This is an optimization exercise on Yosys and OpenROAD, whose aim is small area, not a production implementation. Only the layout flow was run in this run; the RTL was not checked for function there. Power is estimated from default activity; no workload was simulated.

File: design.v
module rgbvm_core (
    input  wire        clk,
    input  wire        rst,
    input  wire        start,
    input  wire [31:0] entry_ip,
    input  wire [16:0] entry_sp,
    input  wire [16:0] stack_top,
    input  wire [16:0] stack_low,
    input  wire        budget_en,
    input  wire [31:0] budget,
    output reg         busy,
    output reg         done,
    output reg  [2:0]  status,
    output wire [31:0] res_ip,
    output wire [16:0] res_sp,
    output wire [31:0] res_count,
    output reg         mem_en,
    output reg         mem_we,
    output wire [15:0] mem_addr,
    output wire [7:0]  mem_wdata,
    input  wire [7:0]  mem_rdata,
    output wire        call_req,
    output wire [7:0]  call_id,
    output wire [16:0] call_sp,
    input  wire        call_ack,
    input  wire        call_ok,
    output wire        out_req,
    output wire [7:0]  out_data,
    input  wire        out_ack,
    input  wire        out_ok
);
    localparam [2:0] ST_HALTED    = 3'd0;
    localparam [2:0] ST_INVALIDOP = 3'd1;
    localparam [2:0] ST_OVERFLOW  = 3'd2;
    localparam [2:0] ST_UNDERFLOW = 3'd3;
    localparam [2:0] ST_DIVZERO   = 3'd4;
    localparam [2:0] ST_INVCALL   = 3'd5;
    localparam [2:0] ST_OOB       = 3'd6;
    localparam [2:0] ST_YIELDED   = 3'd7;
    localparam [7:0] OP_NOOP  = 8'h00, OP_PUSH  = 8'h01, OP_POP   = 8'h02,
                     OP_PC8   = 8'h03, OP_PC16  = 8'h04, OP_PC32  = 8'h05,
                     OP_DUP   = 8'h06, OP_SWAP  = 8'h07, OP_POP8  = 8'h08,
                     OP_PUSH8 = 8'h09, OP_CONS  = 8'h0A, OP_OUT   = 8'h0E,
                     OP_HALT  = 8'h0F, OP_ADD   = 8'h10, OP_SUB   = 8'h11,
                     OP_MUL   = 8'h12, OP_DIV   = 8'h13, OP_MOD   = 8'h14,
                     OP_INV   = 8'h15, OP_ABS   = 8'h16, OP_ADD8  = 8'h17,
                     OP_JRNZ  = 8'h20, OP_JRZ   = 8'h21, OP_JR    = 8'h22,
                     OP_CALL  = 8'h23, OP_EQ    = 8'h30, OP_NEQ   = 8'h31,
                     OP_LT    = 8'h32, OP_BT    = 8'h33, OP_LTE   = 8'h34,
                     OP_BTE   = 8'h35, OP_SIN   = 8'h40, OP_COS   = 8'h41;
    localparam [4:0] S_IDLE   = 5'd0,
                     S_FETCH  = 5'd1,    
                     S_DEC    = 5'd2,    
                     S_OPND   = 5'd3,    
                     S_SEXT   = 5'd4,    
                     S_CHK    = 5'd5,    
                     S_LD     = 5'd6,    
                     S_RMW    = 5'd7,    
                     S_COPY   = 5'd8,    
                     S_WR     = 5'd9,    
                     S_SWAP   = 5'd10,
                     S_CMP    = 5'd11,
                     S_CLR    = 5'd12,   
                     S_BIT    = 5'd13,   
                     S_MPASS  = 5'd14,   
                     S_DTRY   = 5'd15,   
                     S_DRST   = 5'd16,   
                     S_DQ     = 5'd17,   
                     S_SGN    = 5'd18,   
                     S_HOST   = 5'd19,
                     S_COMMIT = 5'd20,
                     S_DFIN   = 5'd21;   
    reg [4:0]  state;
    reg [31:0] ip;
    reg [16:0] sp;
    reg [31:0] count;
    reg [7:0]  op;
    reg [31:0] R;
    reg [2:0]  i;         
    reg        ph;        
    reg        ph2;       
    reg [4:0]  k;         
    reg        c;         
    reg        z;         
    reg        pm;        
    reg        fa;        
    reg        fb;        
    reg        lt;        
    reg        mb;        
    reg        q;         
    assign res_ip    = ip;
    assign res_sp    = sp;
    assign res_count = count;
    function op_valid(input [7:0] o);
        case (o)
            OP_NOOP, OP_PUSH, OP_POP, OP_PC8, OP_PC16, OP_PC32, OP_DUP, OP_SWAP,
            OP_POP8, OP_PUSH8, OP_CONS, OP_OUT, OP_HALT,
            OP_ADD, OP_SUB, OP_MUL, OP_DIV, OP_MOD, OP_INV, OP_ABS, OP_ADD8,
            OP_JRNZ, OP_JRZ, OP_JR, OP_CALL,
            OP_EQ, OP_NEQ, OP_LT, OP_BT, OP_LTE, OP_BTE, OP_SIN, OP_COS:
                op_valid = 1'b1;
            default: op_valid = 1'b0;
        endcase
    endfunction
    function [2:0] op_len(input [7:0] o);
        case (o)
            OP_PUSH, OP_POP, OP_POP8, OP_PUSH8, OP_PC16: op_len = 3'd3;
            OP_PC8, OP_ADD8, OP_JRNZ, OP_JRZ, OP_JR, OP_CALL: op_len = 3'd2;
            OP_PC32: op_len = 3'd5;
            default: op_len = 3'd1;
        endcase
    endfunction
    function [1:0] op_need(input [7:0] o);
        case (o)
            OP_POP, OP_POP8, OP_CONS, OP_DUP, OP_INV, OP_ABS, OP_ADD8,
            OP_JRNZ, OP_JRZ, OP_SIN, OP_COS, OP_OUT: op_need = 2'd1;
            OP_SWAP, OP_ADD, OP_SUB, OP_MUL, OP_DIV, OP_MOD,
            OP_EQ, OP_NEQ, OP_LT, OP_BT, OP_LTE, OP_BTE: op_need = 2'd2;
            default: op_need = 2'd0;
        endcase
    endfunction
    function op_room(input [7:0] o);
        case (o)
            OP_PUSH, OP_PUSH8, OP_PC8, OP_PC16, OP_PC32, OP_DUP: op_room = 1'b1;
            default: op_room = 1'b0;
        endcase
    endfunction
    function op_pop(input [7:0] o);
        case (o)
            OP_POP, OP_POP8, OP_CONS, OP_OUT, OP_JRNZ, OP_JRZ,
            OP_ADD, OP_SUB, OP_MUL, OP_DIV, OP_MOD,
            OP_EQ, OP_NEQ, OP_LT, OP_BT, OP_LTE, OP_BTE: op_pop = 1'b1;
            default: op_pop = 1'b0;
        endcase
    endfunction
    wire [2:0]  len   = op_len(op);
    wire [15:0] ea    = R[31:16];
    wire [7:0]  rel   = R[31:24];
    wire        sp_dn   = op_room(op);
    wire [17:0] sp_pm   = {1'b0, sp} + (sp_dn ? 18'h3FFFC : 18'd4);
    wire        sp_top0 = (sp == stack_top);
    wire        sp_top1 = (sp_pm[16:0] == stack_top);
    wire        chk_over  = (op_need(op) != 2'd0 && sp_top0) || (op_need(op) == 2'd2 && sp_top1);
    wire        chk_under = sp_dn && (sp_pm[17] || (sp_pm[16:0] < stack_low));
    wire        chk_doob  = (op == OP_PUSH || op == OP_POP) && (ea > 16'hFFFC);
    wire        ea_gt_sp = ({1'b0, ea} > sp);
    wire        bwd      = (op == OP_POP) ? ea_gt_sp : !ea_gt_sp;
    localparam [1:0] B_IP = 2'd0, B_SP = 2'd1, B_EA = 2'd2;
    reg  [1:0]  bsel;
    reg  [2:0]  off;
    reg  [15:0] base;
    always @(*) begin
        case (bsel)
            B_IP:    base = ip[15:0];
            B_SP:    base = sp[15:0];
            default: base = ea;
        endcase
    end
    assign mem_addr = base + {13'd0, off};
    localparam [2:0] A_0 = 3'd0, A_R = 3'd1, A_SH = 3'd2, A_S8 = 3'd3;
    localparam [2:0] B_0 = 3'd0, B_M = 3'd1, B_SIN = 3'd2;
    reg  [2:0] asel, bsl;
    reg        ia, ib, ci;
    reg  [7:0] a_v, b_v;
    wire [7:0] sin_idx = mem_rdata + {1'b0, op[0], 6'd0};
    wire [7:0] sin_val;
    rgbvm_sin_rom u_sin (.idx(sin_idx), .val(sin_val));
    always @(*) begin
        case (asel)
            A_R:     a_v = R[7:0];
            A_SH:    a_v = {R[6:0], pm};
            A_S8:    a_v = (i == 3'd0) ? R[31:24] : {8{R[31]}};
            default: a_v = 8'd0;
        endcase
        case (bsl)
            B_M:     b_v = mem_rdata;
            B_SIN:   b_v = (i == 3'd0) ? sin_val : 8'd0;
            default: b_v = 8'd0;
        endcase
    end
    wire [8:0] alu = {1'b0, a_v ^ {8{ia}}} + {1'b0, b_v ^ {8{ib}}} + {8'd0, ci};
    wire [7:0] alu_o = alu[7:0];
    wire       alu_c = alu[8];
    wire        taken = (op == OP_JR) || (op == OP_JRNZ && !z) || (op == OP_JRZ && z);
    wire [8:0]  dip   = {6'd0, len} + (taken ? {rel[7], rel} : 9'd0);
    wire [17:0] nip   = {2'b00, ip[15:0]} + {{9{dip[8]}}, dip};
    wire        yield = budget_en && (count == budget);
    reg cmp_res;
    always @(*) begin
        case (op)
            OP_EQ:   cmp_res = z;
            OP_NEQ:  cmp_res = !z;
            OP_LT:   cmp_res = lt;
            OP_BT:   cmp_res = !lt && !z;
            OP_LTE:  cmp_res = lt || z;
            default: cmp_res = !lt;
        endcase
    end
    wire rbit = mem_rdata[k[2:0]];
    wire last = (i == 3'd3);
    assign call_req = (state == S_HOST) && (op == OP_CALL);
    assign out_req  = (state == S_HOST) && (op == OP_OUT);
    assign call_id  = R[31:24];
    assign out_data = R[31:24];
    assign call_sp  = sp;
    reg [7:0] wd;
    assign mem_wdata = wd;
    always @(*) begin
        mem_en = 1'b0;
        mem_we = 1'b0;
        bsel   = B_SP;
        off    = i;
        asel   = A_0;
        bsl    = B_M;
        ia     = 1'b0;
        ib     = 1'b0;
        ci     = c;
        wd     = alu_o;
        case (state)
            S_FETCH: begin
                mem_en = !yield && (ip[31:16] == 16'd0);
                bsel   = B_IP;
                off    = 3'd0;
            end
            S_OPND: begin
                mem_en = !ph;
                bsel   = B_IP;
                off    = i;
            end
            S_LD: begin
                mem_en = !ph;
                off    = i;
            end
            S_RMW: begin
                mem_en = 1'b1;
                mem_we = ph;
                case (op)
                    OP_ADD: begin asel = A_R; off = {1'b1, i[1:0]}; end
                    OP_SUB: begin asel = A_R; ia = 1'b1; off = {1'b1, i[1:0]}; end
                    OP_ADD8: asel = A_S8;
                    OP_SIN, OP_COS: bsl = B_SIN;
                    OP_INV: ib = 1'b1;
                    OP_ABS: ib = fa;
                    default: begin ib = (k == 5'd0) ? fa : (fa ^ fb); off = {1'b1, i[1:0]}; end    
                endcase
            end
            S_COPY: begin
                mem_en = 1'b1;
                mem_we = ph;
                case (op)
                    OP_PUSH: begin
                        bsel = ph ? B_SP : B_EA;
                        off  = bwd ? ~i : i;
                    end
                    OP_POP: begin
                        bsel = ph ? B_EA : B_SP;
                        off  = bwd ? ~i : i;
                    end
                    OP_POP8: begin
                        bsel = ph ? B_EA : B_SP;
                        off  = 3'd0;
                    end
                    OP_PUSH8: begin
                        bsel = ph ? B_SP : B_EA;
                        off  = ph ? i : 3'd0;
                        bsl  = (i == 3'd0) ? B_M : B_0;
                    end
                    default: begin    
                        off = ph ? i : {1'b1, i[1:0]};
                    end
                endcase
                off[2] = off[2] & (op == OP_DUP);
            end
            S_WR: begin
                mem_en = 1'b1;
                mem_we = 1'b1;
                bsl    = B_0;
                case (op)
                    OP_PC8, OP_PC16, OP_PC32: asel = A_R;
                    OP_MUL: begin asel = A_R; off = {1'b1, i[1:0]}; end
                    OP_MOD: begin asel = A_R; ia = fa; off = {1'b1, i[1:0]}; end
                    default: begin ci = (i == 3'd0) && cmp_res; off = {1'b1, i[1:0]}; end
                endcase
            end
            S_SWAP: begin
                mem_en = 1'b1;
                mem_we = ph;
                off    = (ph && !ph2) ? i : {1'b1, i[1:0]};
                asel   = ph2 ? A_R : A_0;
                bsl    = ph2 ? B_0 : B_M;
            end
            S_CMP: begin
                mem_en = !ph;
                off    = {1'b1, i[1:0]};
                asel   = A_R;
                ia     = 1'b1;
            end
            S_BIT: begin
                mem_en = !ph;
                off    = {1'b1, k[4:3]};
            end
            S_MPASS: begin
                mem_en = !ph;
                asel   = A_SH;
                bsl    = mb ? B_M : B_0;
            end
            S_DTRY: begin
                mem_en = !ph;
                asel   = A_SH;
                ib     = !fb;
            end
            S_DRST: begin
                mem_en = !ph;
                asel   = A_R;
                ib     = fb;
            end
            S_DQ: begin
                mem_en = 1'b1;
                mem_we = ph;
                off    = {1'b1, k[4:3]};
            end
            S_SGN: begin
                mem_en = !ph;
                off    = (op == OP_ABS) ? 3'd3 : 3'd7;
            end
            default: ;
        endcase
        if (state == S_DQ) begin
            wd = mem_rdata;
            wd[k[2:0]] = q;
        end
    end
    task automatic finish(input [2:0] code);
        begin
            status <= code;
            busy   <= 1'b0;
            done   <= 1'b1;
            state  <= S_IDLE;
        end
    endtask
    task automatic pass(input [4:0] st, input cinit);
        begin
            state <= st;
            i     <= 3'd0;
            ph    <= 1'b0;
            ph2   <= 1'b0;
            c     <= cinit;
        end
    endtask
    always @(posedge clk) begin
        if (rst) begin
            state <= S_IDLE;
            busy  <= 1'b0;
            done  <= 1'b0;
        end else begin
            done <= 1'b0;
            case (state)
                S_IDLE: begin
                    if (start) begin
                        ip    <= entry_ip;
                        sp    <= entry_sp;
                        count <= 32'd0;
                        k     <= 5'd0;
                        busy  <= 1'b1;
                        state <= S_FETCH;
                    end
                end
                S_FETCH: begin
                    if (yield)
                        finish(ST_YIELDED);
                    else if (ip[31:16] != 16'd0)
                        finish(ST_OOB);
                    else
                        state <= S_DEC;
                end
                S_DEC: begin
                    op <= mem_rdata;
                    i  <= 3'd1;
                    ph <= 1'b0;
                    if (!op_valid(mem_rdata))
                        finish(ST_INVALIDOP);
                    else if ({1'b0, ip[15:0]} + {14'd0, op_len(mem_rdata)} - 17'd1 > 17'h0FFFF)
                        finish(ST_OOB);
                    else if (op_len(mem_rdata) == 3'd1)
                        state <= S_CHK;
                    else
                        state <= S_OPND;
                end
                S_OPND: begin
                    ph <= !ph;
                    if (ph) begin
                        R  <= {mem_rdata, R[31:8]};
                        fa <= mem_rdata[7];
                        i  <= i + 3'd1;
                        if (i + 3'd1 == len)
                            state <= (op == OP_PC8 || op == OP_PC16) ? S_SEXT : S_CHK;
                    end
                end
                S_SEXT: begin
                    R <= {{8{fa}}, R[31:8]};
                    i <= i + 3'd1;
                    if (i == 3'd4)
                        state <= S_CHK;
                end
                S_CHK: begin
                    if (chk_over)
                        finish(ST_OVERFLOW);
                    else if (chk_under)
                        finish(ST_UNDERFLOW);
                    else if (chk_doob)
                        finish(ST_OOB);
                    else begin
                        if (sp_dn)
                            sp <= sp_pm[16:0];
                        z <= 1'b1;
                        case (op)
                            OP_NOOP, OP_HALT, OP_CONS, OP_JR: state <= S_COMMIT;
                            OP_CALL: state <= S_HOST;
                            OP_PUSH, OP_POP, OP_POP8, OP_PUSH8, OP_DUP: pass(S_COPY, 1'b0);
                            OP_PC8, OP_PC16, OP_PC32: pass(S_WR, 1'b0);
                            OP_INV: pass(S_RMW, 1'b1);
                            OP_ABS: pass(S_SGN, 1'b0);
                            OP_ADD8, OP_SIN, OP_COS: pass(S_RMW, 1'b0);
                            OP_MUL: pass(S_CLR, 1'b0);
                            default: pass(S_LD, 1'b0);   
                        endcase
                    end
                end
                S_LD: begin
                    ph <= !ph;
                    if (ph) begin
                        if (op != OP_JRNZ && op != OP_JRZ)
                            R <= {mem_rdata, R[31:8]};
                        if (mem_rdata != 8'd0) z <= 1'b0;
                        fb <= mem_rdata[7];
                        i  <= i + 3'd1;
                        if (last || op == OP_OUT) begin
                            case (op)
                                OP_OUT: state <= S_HOST;
                                OP_JRNZ, OP_JRZ: state <= S_COMMIT;
                                OP_SWAP: pass(S_SWAP, 1'b0);
                                OP_ADD: pass(S_RMW, 1'b0);
                                OP_SUB: pass(S_RMW, 1'b1);
                                OP_DIV, OP_MOD: begin
                                    if (z && mem_rdata == 8'd0)
                                        finish(ST_DIVZERO);
                                    else
                                        pass(S_SGN, 1'b0);
                                end
                                default: begin
                                    pass(S_CMP, 1'b1);
                                    z <= 1'b1;
                                end
                            endcase
                        end
                    end
                end
                S_SGN: begin
                    ph <= !ph;
                    if (ph) begin
                        fa <= mem_rdata[7];
                        pass(S_RMW, mem_rdata[7]);
                    end
                end
                S_RMW: begin
                    ph <= !ph;
                    if (ph) begin
                        c <= alu_c;
                        if (op == OP_ADD || op == OP_SUB)
                            R <= {R[7:0], R[31:8]};
                        i <= i + 3'd1;
                        if (last) begin
                            if (op == OP_DIV || op == OP_MOD) begin
                                if (k == 5'd0)    
                                    pass(S_CLR, 1'b0);
                                else
                                    state <= S_COMMIT;
                            end else
                                state <= S_COMMIT;
                        end
                    end
                end
                S_COPY: begin
                    ph <= !ph;
                    if (ph) begin
                        i <= i + 3'd1;
                        if (last || op == OP_POP8)
                            state <= S_COMMIT;
                    end
                end
                S_WR: begin
                    c <= alu_c;
                    R <= {R[7:0], R[31:8]};
                    i <= i + 3'd1;
                    if (last)
                        state <= S_COMMIT;
                end
                S_SWAP: begin
                    if (!ph)
                        ph <= 1'b1;
                    else if (!ph2)
                        ph2 <= 1'b1;
                    else begin
                        ph  <= 1'b0;
                        ph2 <= 1'b0;
                        R   <= {R[7:0], R[31:8]};
                        i   <= i + 3'd1;
                        if (last)
                            state <= S_COMMIT;
                    end
                end
                S_CMP: begin
                    ph <= !ph;
                    if (ph) begin
                        c <= alu_c;
                        R <= {R[7:0], R[31:8]};
                        if (alu_o != 8'd0) z <= 1'b0;
                        lt <= (mem_rdata[7] != R[7]) ? mem_rdata[7] : alu_o[7];
                        i <= i + 3'd1;
                        if (last)
                            pass(S_WR, 1'b0);
                    end
                end
                S_CLR: begin
                    R <= {8'd0, R[31:8]};
                    i <= i + 3'd1;
                    k <= 5'd31;
                    if (last) begin
                        state <= S_BIT;
                        ph    <= 1'b0;
                    end
                end
                S_BIT: begin
                    ph <= !ph;
                    if (ph) begin
                        mb <= rbit;
                        if (op == OP_MUL)
                            pass(S_MPASS, 1'b0);
                        else
                            pass(S_DTRY, !fb);
                        pm <= (op == OP_MUL) ? 1'b0 : rbit;
                    end
                end
                S_MPASS, S_DTRY, S_DRST: begin
                    ph <= !ph;
                    if (ph) begin
                        c  <= alu_c;
                        pm <= R[7];
                        R  <= {alu_o, R[31:8]};
                        i  <= i + 3'd1;
                        if (last) begin
                            if (state == S_MPASS) begin
                                k <= k - 5'd1;
                                if (k == 5'd0)
                                    pass(S_WR, 1'b0);
                                else begin
                                    state <= S_BIT;
                                    ph    <= 1'b0;
                                end
                            end else if (state == S_DTRY) begin
                                q <= alu_c;
                                if (alu_c) begin
                                    state <= S_DQ;
                                    ph    <= 1'b0;
                                end else
                                    pass(S_DRST, fb);
                            end else begin
                                state <= S_DQ;
                                ph    <= 1'b0;
                            end
                        end
                    end
                end
                S_DQ: begin
                    ph <= !ph;
                    if (ph) begin
                        k <= k - 5'd1;
                        if (k == 5'd0) begin
                            if (op == OP_DIV)
                                pass(S_RMW, fa ^ fb);
                            else
                                pass(S_WR, fa);
                        end else
                            state <= S_BIT;
                    end
                end
                S_HOST: begin
                    if (op == OP_CALL && call_ack) begin
                        if (call_ok)
                            state <= S_COMMIT;
                        else
                            finish(ST_INVCALL);
                    end else if (op == OP_OUT && out_ack) begin
                        if (out_ok)
                            state <= S_COMMIT;
                        else
                            finish(ST_INVCALL);
                    end
                end
                S_COMMIT: begin
                    ip    <= {{14{nip[17]}}, nip};
                    if (op_pop(op))
                        sp <= sp_pm[16:0];
                    count <= count + 32'd1;
                    k     <= 5'd0;
                    if (op == OP_HALT)
                        finish(ST_HALTED);
                    else
                        state <= S_FETCH;
                end
                default: state <= S_IDLE;
            endcase
        end
    end
endmodule
module rgbvm_sin_rom (
    input  wire [7:0] idx,
    output reg  [7:0] val
);
    always @(*) begin
        case (idx)
            8'd0: val = 8'd128;
            8'd1: val = 8'd131;
            8'd2: val = 8'd134;
            8'd3: val = 8'd137;
            8'd4: val = 8'd140;
            8'd5: val = 8'd143;
            8'd6: val = 8'd146;
            8'd7: val = 8'd149;
            8'd8: val = 8'd152;
            8'd9: val = 8'd155;
            8'd10: val = 8'd158;
            8'd11: val = 8'd162;
            8'd12: val = 8'd165;
            8'd13: val = 8'd167;
            8'd14: val = 8'd170;
            8'd15: val = 8'd173;
            8'd16: val = 8'd176;
            8'd17: val = 8'd179;
            8'd18: val = 8'd182;
            8'd19: val = 8'd185;
            8'd20: val = 8'd188;
            8'd21: val = 8'd190;
            8'd22: val = 8'd193;
            8'd23: val = 8'd196;
            8'd24: val = 8'd198;
            8'd25: val = 8'd201;
            8'd26: val = 8'd203;
            8'd27: val = 8'd206;
            8'd28: val = 8'd208;
            8'd29: val = 8'd211;
            8'd30: val = 8'd213;
            8'd31: val = 8'd215;
            8'd32: val = 8'd218;
            8'd33: val = 8'd220;
            8'd34: val = 8'd222;
            8'd35: val = 8'd224;
            8'd36: val = 8'd226;
            8'd37: val = 8'd228;
            8'd38: val = 8'd230;
            8'd39: val = 8'd232;
            8'd40: val = 8'd234;
            8'd41: val = 8'd235;
            8'd42: val = 8'd237;
            8'd43: val = 8'd238;
            8'd44: val = 8'd240;
            8'd45: val = 8'd241;
            8'd46: val = 8'd243;
            8'd47: val = 8'd244;
            8'd48: val = 8'd245;
            8'd49: val = 8'd246;
            8'd50: val = 8'd248;
            8'd51: val = 8'd249;
            8'd52: val = 8'd250;
            8'd53: val = 8'd250;
            8'd54: val = 8'd251;
            8'd55: val = 8'd252;
            8'd56: val = 8'd253;
            8'd57: val = 8'd253;
            8'd58: val = 8'd254;
            8'd59: val = 8'd254;
            8'd60: val = 8'd254;
            8'd61: val = 8'd255;
            8'd62: val = 8'd255;
            8'd63: val = 8'd255;
            8'd64: val = 8'd255;
            8'd65: val = 8'd255;
            8'd66: val = 8'd255;
            8'd67: val = 8'd255;
            8'd68: val = 8'd254;
            8'd69: val = 8'd254;
            8'd70: val = 8'd254;
            8'd71: val = 8'd253;
            8'd72: val = 8'd253;
            8'd73: val = 8'd252;
            8'd74: val = 8'd251;
            8'd75: val = 8'd250;
            8'd76: val = 8'd250;
            8'd77: val = 8'd249;
            8'd78: val = 8'd248;
            8'd79: val = 8'd246;
            8'd80: val = 8'd245;
            8'd81: val = 8'd244;
            8'd82: val = 8'd243;
            8'd83: val = 8'd241;
            8'd84: val = 8'd240;
            8'd85: val = 8'd238;
            8'd86: val = 8'd237;
            8'd87: val = 8'd235;
            8'd88: val = 8'd234;
            8'd89: val = 8'd232;
            8'd90: val = 8'd230;
            8'd91: val = 8'd228;
            8'd92: val = 8'd226;
            8'd93: val = 8'd224;
            8'd94: val = 8'd222;
            8'd95: val = 8'd220;
            8'd96: val = 8'd218;
            8'd97: val = 8'd215;
            8'd98: val = 8'd213;
            8'd99: val = 8'd211;
            8'd100: val = 8'd208;
            8'd101: val = 8'd206;
            8'd102: val = 8'd203;
            8'd103: val = 8'd201;
            8'd104: val = 8'd198;
            8'd105: val = 8'd196;
            8'd106: val = 8'd193;
            8'd107: val = 8'd190;
            8'd108: val = 8'd188;
            8'd109: val = 8'd185;
            8'd110: val = 8'd182;
            8'd111: val = 8'd179;
            8'd112: val = 8'd176;
            8'd113: val = 8'd173;
            8'd114: val = 8'd170;
            8'd115: val = 8'd167;
            8'd116: val = 8'd165;
            8'd117: val = 8'd162;
            8'd118: val = 8'd158;
            8'd119: val = 8'd155;
            8'd120: val = 8'd152;
            8'd121: val = 8'd149;
            8'd122: val = 8'd146;
            8'd123: val = 8'd143;
            8'd124: val = 8'd140;
            8'd125: val = 8'd137;
            8'd126: val = 8'd134;
            8'd127: val = 8'd131;
            8'd128: val = 8'd128;
            8'd129: val = 8'd124;
            8'd130: val = 8'd121;
            8'd131: val = 8'd118;
            8'd132: val = 8'd115;
            8'd133: val = 8'd112;
            8'd134: val = 8'd109;
            8'd135: val = 8'd106;
            8'd136: val = 8'd103;
            8'd137: val = 8'd100;
            8'd138: val = 8'd97;
            8'd139: val = 8'd93;
            8'd140: val = 8'd90;
            8'd141: val = 8'd88;
            8'd142: val = 8'd85;
            8'd143: val = 8'd82;
            8'd144: val = 8'd79;
            8'd145: val = 8'd76;
            8'd146: val = 8'd73;
            8'd147: val = 8'd70;
            8'd148: val = 8'd67;
            8'd149: val = 8'd65;
            8'd150: val = 8'd62;
            8'd151: val = 8'd59;
            8'd152: val = 8'd57;
            8'd153: val = 8'd54;
            8'd154: val = 8'd52;
            8'd155: val = 8'd49;
            8'd156: val = 8'd47;
            8'd157: val = 8'd44;
            8'd158: val = 8'd42;
            8'd159: val = 8'd40;
            8'd160: val = 8'd37;
            8'd161: val = 8'd35;
            8'd162: val = 8'd33;
            8'd163: val = 8'd31;
            8'd164: val = 8'd29;
            8'd165: val = 8'd27;
            8'd166: val = 8'd25;
            8'd167: val = 8'd23;
            8'd168: val = 8'd21;
            8'd169: val = 8'd20;
            8'd170: val = 8'd18;
            8'd171: val = 8'd17;
            8'd172: val = 8'd15;
            8'd173: val = 8'd14;
            8'd174: val = 8'd12;
            8'd175: val = 8'd11;
            8'd176: val = 8'd10;
            8'd177: val = 8'd9;
            8'd178: val = 8'd7;
            8'd179: val = 8'd6;
            8'd180: val = 8'd5;
            8'd181: val = 8'd5;
            8'd182: val = 8'd4;
            8'd183: val = 8'd3;
            8'd184: val = 8'd2;
            8'd185: val = 8'd2;
            8'd186: val = 8'd1;
            8'd187: val = 8'd1;
            8'd188: val = 8'd1;
            8'd189: val = 8'd0;
            8'd190: val = 8'd0;
            8'd191: val = 8'd0;
            8'd192: val = 8'd0;
            8'd193: val = 8'd0;
            8'd194: val = 8'd0;
            8'd195: val = 8'd0;
            8'd196: val = 8'd1;
            8'd197: val = 8'd1;
            8'd198: val = 8'd1;
            8'd199: val = 8'd2;
            8'd200: val = 8'd2;
            8'd201: val = 8'd3;
            8'd202: val = 8'd4;
            8'd203: val = 8'd5;
            8'd204: val = 8'd5;
            8'd205: val = 8'd6;
            8'd206: val = 8'd7;
            8'd207: val = 8'd9;
            8'd208: val = 8'd10;
            8'd209: val = 8'd11;
            8'd210: val = 8'd12;
            8'd211: val = 8'd14;
            8'd212: val = 8'd15;
            8'd213: val = 8'd17;
            8'd214: val = 8'd18;
            8'd215: val = 8'd20;
            8'd216: val = 8'd21;
            8'd217: val = 8'd23;
            8'd218: val = 8'd25;
            8'd219: val = 8'd27;
            8'd220: val = 8'd29;
            8'd221: val = 8'd31;
            8'd222: val = 8'd33;
            8'd223: val = 8'd35;
            8'd224: val = 8'd37;
            8'd225: val = 8'd40;
            8'd226: val = 8'd42;
            8'd227: val = 8'd44;
            8'd228: val = 8'd47;
            8'd229: val = 8'd49;
            8'd230: val = 8'd52;
            8'd231: val = 8'd54;
            8'd232: val = 8'd57;
            8'd233: val = 8'd59;
            8'd234: val = 8'd62;
            8'd235: val = 8'd65;
            8'd236: val = 8'd67;
            8'd237: val = 8'd70;
            8'd238: val = 8'd73;
            8'd239: val = 8'd76;
            8'd240: val = 8'd79;
            8'd241: val = 8'd82;
            8'd242: val = 8'd85;
            8'd243: val = 8'd88;
            8'd244: val = 8'd90;
            8'd245: val = 8'd93;
            8'd246: val = 8'd97;
            8'd247: val = 8'd100;
            8'd248: val = 8'd103;
            8'd249: val = 8'd106;
            8'd250: val = 8'd109;
            8'd251: val = 8'd112;
            8'd252: val = 8'd115;
            8'd253: val = 8'd118;
            8'd254: val = 8'd121;
            8'd255: val = 8'd124;
            default: val = 8'd0;
        endcase
    end
endmodule
File: run.sh
#!/bin/bash
# synth_recipe.tcl (not shown) runs the flow's synth.tcl, then flattens the netlist and writes it again
# the make line also repeats each setting of config.mk as NAME=value (left out here)
make -C /OpenROAD-flow-scripts/flow DESIGN_CONFIG=/design/flow/config.mk WORK_HOME=/design/flow/orfs CLKGATE_MAP_FILE= SYNTH_SCRIPT=/design/flow/synth_recipe.tcl finish
File: config.mk
export PLATFORM = sky130hd
export DESIGN_NAME = rgbvm_core
export DESIGN_NICKNAME = rgbvm_core
export VERILOG_FILES = /design/flow/design.v
export SDC_FILE = /design/flow/constraint.sdc
export NUM_CORES = 4
export LEC_CHECK = 0
export CAP_MARGIN = 20
export CORE_MARGIN = 2
export CORE_UTILIZATION = 40
export SLEW_MARGIN = 20
File: constraint.sdc
create_clock -name core_clock -period 9.5 [get_ports {clk}]
set_input_delay 1.9000 -clock core_clock [delete_from_list [all_inputs] [get_ports {clk}]]
set_output_delay 1.9000 -clock core_clock [all_outputs]
set_load 0.01 [all_outputs]
==> reports/summary.txt <==
fill count -> 4157
Clk pwr share -> 0.361
Worst Skew -> 0.0151 ns
Via Count -> 17800
initial antenna violation count -> 1
Sw Ratio -> 0.323
hold_buf cts -> 0
Mapped Cells -> 2158
Slew headroom -> 0.256
worst path bufs/invs -> 3
post-detailed-route via-to-cell ratio -> 6.09
total number of yosys warnings -> 2
GP Congestion -> 0.972
Max H-tree Level -> 4
top_reg_cell synth -> edfxtp_1
CTS tree -> yes
fraction of the yosys area taken by sequential cells -> 0.262
max-slew violation count -> 0
crit path max-delay cell type -> clkdlybuf4s50_1
Total GRT Usage -> 0.301
Layout area overhead -> 22.7%
Fmax -> 109 MHz
PostCTS Resize Cnt -> 0
Starting Density -> 0.404
I/O Buffers -> 277
Detail Placement HPWL -> 51600 um
CP max FO -> 5
largest net degree at the start of global routing -> 81
num rows -> 75
Worst-path clk slew -> 0.07 ns
final core utilization -> 0.495
max-cap viol count -> 0
Max stage delay on crit path -> 0.54 ns
clock latency (worst-skew pair) -> 0.48 ns
residual DRC count -> 0
PD cells -> 96.8 nW/um^2
worst vdd ir -> 0.135 mV
setup violators final -> 0
total gr overflow -> 0
CP endpoint kind -> output port
CTS sink cnt -> 150
NetSw -> 648 uW
Setup CP Type -> in -> out
most frequent cells in the layout -> 274 x clkdlybuf4s50_1, 238 x nor2_1, 208 x nand2_1, 163 x o21ai_0, 157 x a21oi_1
Seq cells post-synth -> 150
io pins -> 278
Die H -> 210 um
Syn Area/Cell -> 7.83 um^2
TritonRoute pass-1 iters -> 6
CTS Buf Count -> 17
drt wl/cell -> 23.1 um
Slew @ Worst Pin -> 1.09 ns
layout cell share with drive strength beyond 1 -> 0.0606
most common cell after layout, fill and taps aside -> clkdlybuf4s50_1
final hold violation count -> 0
Required @ worst endpoint -> 7.60 ns
Tmin final -> 9.14 ns
CP Launch Type -> primary input
outcome -> timing/DRC/antenna clean
Hold Path Class -> reg -> reg
post-route ant nets -> 0
Leakage Power -> 7.95 nW
syn nets -> 2411
crit path DAT -> 7.24 ns
combinational power share -> 0.253
first-pass GRT wire length -> 102000 um
Root Driver -> clkbuf_16
Longest Clk Path Bufs -> 2
Setup Buffers After CTS -> 0
RSZ-0062 raised after global routing -> no
crit-path leading delay family -> compound AO/OA/AOI/OAI gates
die width -> 210 um
Tcrit/Tclk final -> 0.962
Distinct cells, synth -> 89
Netlist Area Pre-Place -> 16900 um^2
Setup Total Neg Slack -> 0 ns
1st-iter DRT viols -> 1759
core area -> 41900 um^2
share of power burned in registers -> 0.386
WL final -> 67300 um
number of global-route vias before repair -> 17100
fin nets -> 2617
Die Area -> 43900 um^2
Synth async-reset ratio -> 0
internal power -> 1.36 mW
EDFF count, synth -> 142
logic make-up after synthesis:
logic type / Yosys count / share of synthesized area
adders and majority gates: 124 / 0.0942
AOI/OAI and AO/OA: 627 / 0.237
xor gates and xnor gates: 165 / 0.0880
buffers and inverters: 257 / 0.0664
and+or+nand+nor: 797 / 0.226
DFF: 150 / 0.262
muxes: 38 / 0.0267
worst paths after layout:
| kind | start | to | slack [ns] | cells after the start |
|---|---|---|---|---|
| min reg2reg | R[10] | R[2] | 0.42 | 0 |
| max | mem_rdata[0] | mem_wdata[7] | 0.36 | 25 |
| min | R[10] | R[2] | 0.42 | 0 |
| max reg2reg | op[5] | c | 1.90 | 21 |
synth_stat cells, drive strengths merged (6+ instances only):
library cell / count / area share
o211ai: 22 / 0.0098
a2111oi: 15 / 0.0081
o21a: 9 / 0.0040
or3: 20 / 0.0083
nand2: 209 / 0.047
nor3: 76 / 0.023
o22ai: 24 / 0.0089
nor2b: 32 / 0.012
and3: 14 / 0.0052
xor2: 67 / 0.035
o21ai: 172 / 0.051
nand2b: 32 / 0.012
o31ai: 14 / 0.0062
o311ai: 9 / 0.0047
a21oi: 158 / 0.047
nand4: 29 / 0.011
ha: 116 / 0.086
nor4: 31 / 0.012
a21o: 42 / 0.019
inv: 102 / 0.023
a211o: 6 / 0.0031
a21boi: 6 / 0.0027
buf: 64 / 0.024
a31oi: 18 / 0.0067
mux2: 17 / 0.011
dfxtp: 8 / 0.0095
a211oi: 29 / 0.013
a221oi: 18 / 0.0093
edfxtp: 142 / 0.25
clkbuf: 88 / 0.020
nand3: 50 / 0.015
xnor2: 95 / 0.049
nor4b: 6 / 0.0035
o41ai: 6 / 0.0031
nor2: 240 / 0.053
and2: 23 / 0.0085
or2: 8 / 0.0030
nand3b: 9 / 0.0040
mux2i: 17 / 0.010
a22oi: 16 / 0.0071
a2bb2oi: 7 / 0.0036
fa: 6 / 0.0071
registers in the layout (all words and copies together), names as in the netlist, 3 cells and up, named ones only:
register  count
R            32
count        32
ip           32
sp           17
op            8
k             5
state         5
i             3
status        3
final cells by class:
cell class	count	area (um^2)	share of cell area
multi-input combinational	1751	11400	0.549
sequential	150	4420	0.213
timing repair buffer	339	3250	0.157
tap	539	674	0.0325
clock buffer	17	425	0.0205
inverter	105	394	0.0190
clock inverter	15	178	0.00857
antenna	1	2.50	0.000121
power groups by stage:
stage                     Combinational, mW  Sequential [mW]  Clock [mW]
after floorplan                       0.274            0.786           0
after global placement                0.498            0.789           0
after detailed placement              0.499            0.789           0
after CTS                             0.503            0.775       0.740
after global routing                  0.550            0.777       0.759
final                                 0.508            0.775       0.724
layer usage:
layer	part of all wire	global-route usage
met2	0.45	0.476
met5	0	0
met4	0.034	0.115
met1	0.44	0.414
met3	0.073	0.0507
through the flow:
step	power, mW	hold slack, ns	instances	setup WS [ns]	cell area [um^2]
global placement	1.29	0.402	2884	0.281	20100
finish	2.01	0.420	2917	0.362	20700
CTS	2.02	0.420	2916	0.352	20700
floorplan	1.06	0.400	2158	1.32	16900
global route	2.09	0.428	2917	0.00394	20700
detailed placement	1.29	0.405	2884	0.373	20100
worst reg2reg max path: stages (launching register included):
cell       delay [ns]
edfxtp_1         0.55
nor4_4           0.60
nand4b_1         0.45
inv_1            0.59
ha_1             0.34
a211oi_1         0.49
o21ai_0          0.24
nand3_1          0.26
o21ai_0          0.15
a21oi_1          0.29
xnor2_1          0.13
ha_1             0.30
nand4_1          0.18
a221o_1          0.31
a31oi_1          0.27
o41ai_1          0.12
a21o_1           0.21
nand3b_1         0.35
a21oi_1          0.25
o41ai_1          0.11
buf_4            0.18
a2111oi_0        0.86

static timing again, ports no longer ideal:
Ports are ideal in the flow. The routed layout listed here was re-timed in OpenROAD.
Step 1 sets driving cells, clkbuf_16 on the clock port and buf_2 on the other inputs (assumed; they add their load-dependent delay and slew).
Step 2 times the ports against the registers' clock, not the clock port: input delays grow and output delays shrink by t, the midpoint of the rising clock arrivals with the driver on.
Three values: ideal ports, drivers, drivers and shift; two values: the first two.
t (ns): 0.530
setup slack, ns: 0.362 / 0.338 / 0.338
hold WS [ns]: 0.420 / 0.420 / 0.420
latest minus earliest clock arrival (ns): 0.015 / 0.015
worst slew at a driven data input, ns: 0.07
After both steps setup and hold are still met in this run. The setup slack of this run moves by -0.024 ns with the drivers and by -0.024 ns with both steps.
